Background: an optimization exercise with open tools, aiming at small area, a short achievable clock period and few clock cycles. Do not read the settings as production practice. Function was checked by simulation only, so behaviour that the tests miss may differ from the original. No activity file was given, so power comes from the tool's default toggle rates.

Setup of build 85:
Design qgk, start of the top module:
module qgk (
    input  wire        clk,
    input  wire        rst,
    input  wire        reg_wr,
    input  wire [6:0]  reg_addr,
    input  wire [31:0] reg_wdata,
    output reg  [31:0] reg_rdata,
    output wire        busy,
    output reg         mem_req,
    output reg         mem_we,
    output reg  [31:0] mem_addr,
    output reg  [3:0]  mem_be,
    output reg  [31:0] mem_wdata,
    input  wire        mem_ready,
    input  wire [31:0] mem_rdata
);
export LEC_CHECK = 0
export CAP_MARGIN = 30
export CORE_MARGIN = 2
export CORE_UTILIZATION = 50
export CTS_CLUSTER_DIAMETER = 100
export CTS_CLUSTER_SIZE = 20
export PLACE_DENSITY = 0.55
export SLEW_MARGIN = 30
create_clock -name core_clock -period 16.0 [get_ports {clk}]
standard.sh (not shown) runs the stock make flow with config.mk's settings and CLKGATE_MAP_FILE= SYNTH_SCRIPT=/design/flow/synth_recipe.tcl, a recipe that flattens the netlist after the stock synthesis.
==> flow/flow/run.sh <==
#!/bin/bash
# The standard ORFS layout (standard synthesis, floorplan, placement, CTS,
# routing), with two changes: the port buffers are buf_4 cells rather than the
# default delay buffers, and ORFS's timing repair is asked to keep a setup
# margin of MARGIN ns at the design's clock period. The make output goes to
# standard_flow.log; ORFS keeps each step's log under orfs/logs/.
set -euo pipefail
MARGIN=7.6
bash standard.sh SETUP_SLACK_MARGIN=$MARGIN "BUFFER_PORTS_ARGS=-buffer_cell sky130_fd_sc_hd__buf_4" finish > standard_flow.log 2>&1
Both conditions hold for build 85: the flow ran to the end and the final layout passed the timing, design-rule and antenna checks.
Testbench counts of build 85, summed over its fixed seeds: cycles 61,590.
[inputs] build 53 vs build 85
# build 85
export LEC_CHECK = 0
export CAP_MARGIN = 30
export CORE_MARGIN = 2
export CORE_UTILIZATION = 50
export CTS_CLUSTER_DIAMETER = 100
export CTS_CLUSTER_SIZE = 20
export PLACE_DENSITY = 0.55
export SLEW_MARGIN = 30
create_clock -name core_clock -period 16.0 [get_ports {clk}]
# build 53
export LEC_CHECK = 0
export CAP_MARGIN = 20
export CORE_MARGIN = 2
export CORE_UTILIZATION = 55
export CTS_CLUSTER_DIAMETER = 100
export CTS_CLUSTER_SIZE = 20
export SLEW_MARGIN = 20
create_clock -name core_clock -period 16.0 [get_ports {clk}]
--- a/flow/flow/run.sh
+++ b/flow/flow/run.sh
@@ -3 +3 @@
-# routing), with two changes: the port buffers are buf_4 cells rather than the
+# routing), with two changes: the port buffers are buf_2 cells rather than the
@@ -9 +9 @@
-bash standard.sh SETUP_SLACK_MARGIN=$MARGIN "BUFFER_PORTS_ARGS=-buffer_cell sky130_fd_sc_hd__buf_4" finish > standard_flow.log 2>&1
+bash standard.sh SETUP_SLACK_MARGIN=$MARGIN "BUFFER_PORTS_ARGS=-buffer_cell sky130_fd_sc_hd__buf_2" finish > standard_flow.log 2>&1
### Flow results
Looking at static leakage power, build 53 sits about 0.34% above build 85. Cell row count: build 53 vs build 85 down 7. On setup slack of the most critical reg-to-reg path, the lower figure sits with build 53, not build 85. Diff build 85 -> build 53: proportion of cell area occupied by multi-input gates picked up an extra 0.18 points, first-iteration DRC count higher.
The inputs of build 75 differ from those of build 53 as listed below.
--- a/flow/flow/run.sh
+++ b/flow/flow/run.sh
@@ -3 +3 @@
-# routing), with two changes: the port buffers are buf_2 cells rather than the
+# routing), with two changes: the port buffers are buf_4 cells rather than the
@@ -9 +9 @@
-bash standard.sh SETUP_SLACK_MARGIN=$MARGIN "BUFFER_PORTS_ARGS=-buffer_cell sky130_fd_sc_hd__buf_2" finish > standard_flow.log 2>&1
+bash standard.sh SETUP_SLACK_MARGIN=$MARGIN "BUFFER_PORTS_ARGS=-buffer_cell sky130_fd_sc_hd__buf_4" finish > standard_flow.log 2>&1
==> run notes <==
Ran to the end and failed final checks on capacitance limit, slew limit: build 75.
Compared with build 53, build 75 shows share of the clock period used by the worst path after layout lower by 0.20 points.
Any difference in clock power between build 53 and build 75 is small enough to ignore.
Count of clock-buffer cells in the layout was higher in the run labelled build 75.
| total design power | build 75 vs build 53 | ≈ equal |
Build 75 against build 53: amount of wire on met2 after detailed routing increased 0.45%; setup clock skew after layout increased 0.019 ns.
Between build 75 and build 53, the difference in portion of the layout cell area used by clock cells is negligible.
Post-route standard cell area excluding fillers ends up lower on build 53.

[re-timing with driven ports]
In the flow no input, the clock included, has a driving cell. The finished layouts below were timed again as built, in two steps.
Step 1 (the two cells are an assumption about what drives the block):
set clk [get_ports {clk}]
set_driving_cell -lib_cell sky130_fd_sc_hd__clkbuf_16 $clk
set_driving_cell -lib_cell sky130_fd_sc_hd__buf_2 [delete_from_list [all_inputs] $clk]
Step 2 also shifts input and output timing later by t, the mid clock arrival at the registers, as if the neighbouring blocks saw the same clock.
Three values: ideal ports, drivers, drivers and shift; two values: the first two.
| run | t (ns) | setup slack, ns | hold slack, ns |
|---|---|---|---|
| build 85 | 0.853 | 7.293 / 7.223 / 7.223 | 0.453 / 0.453 / 0.453 |
| build 53 | 0.842 | 7.348 / 7.307 / 7.266 | 0.457 / 0.457 / 0.457 |
| build 75 | 0.869 | 7.380 / 7.329 / 7.329 | 0.456 / 0.456 / 0.456 |
The setup slack of build 53, which loses most, moves by -0.041 ns with the drivers and by -0.082 ns with both steps.
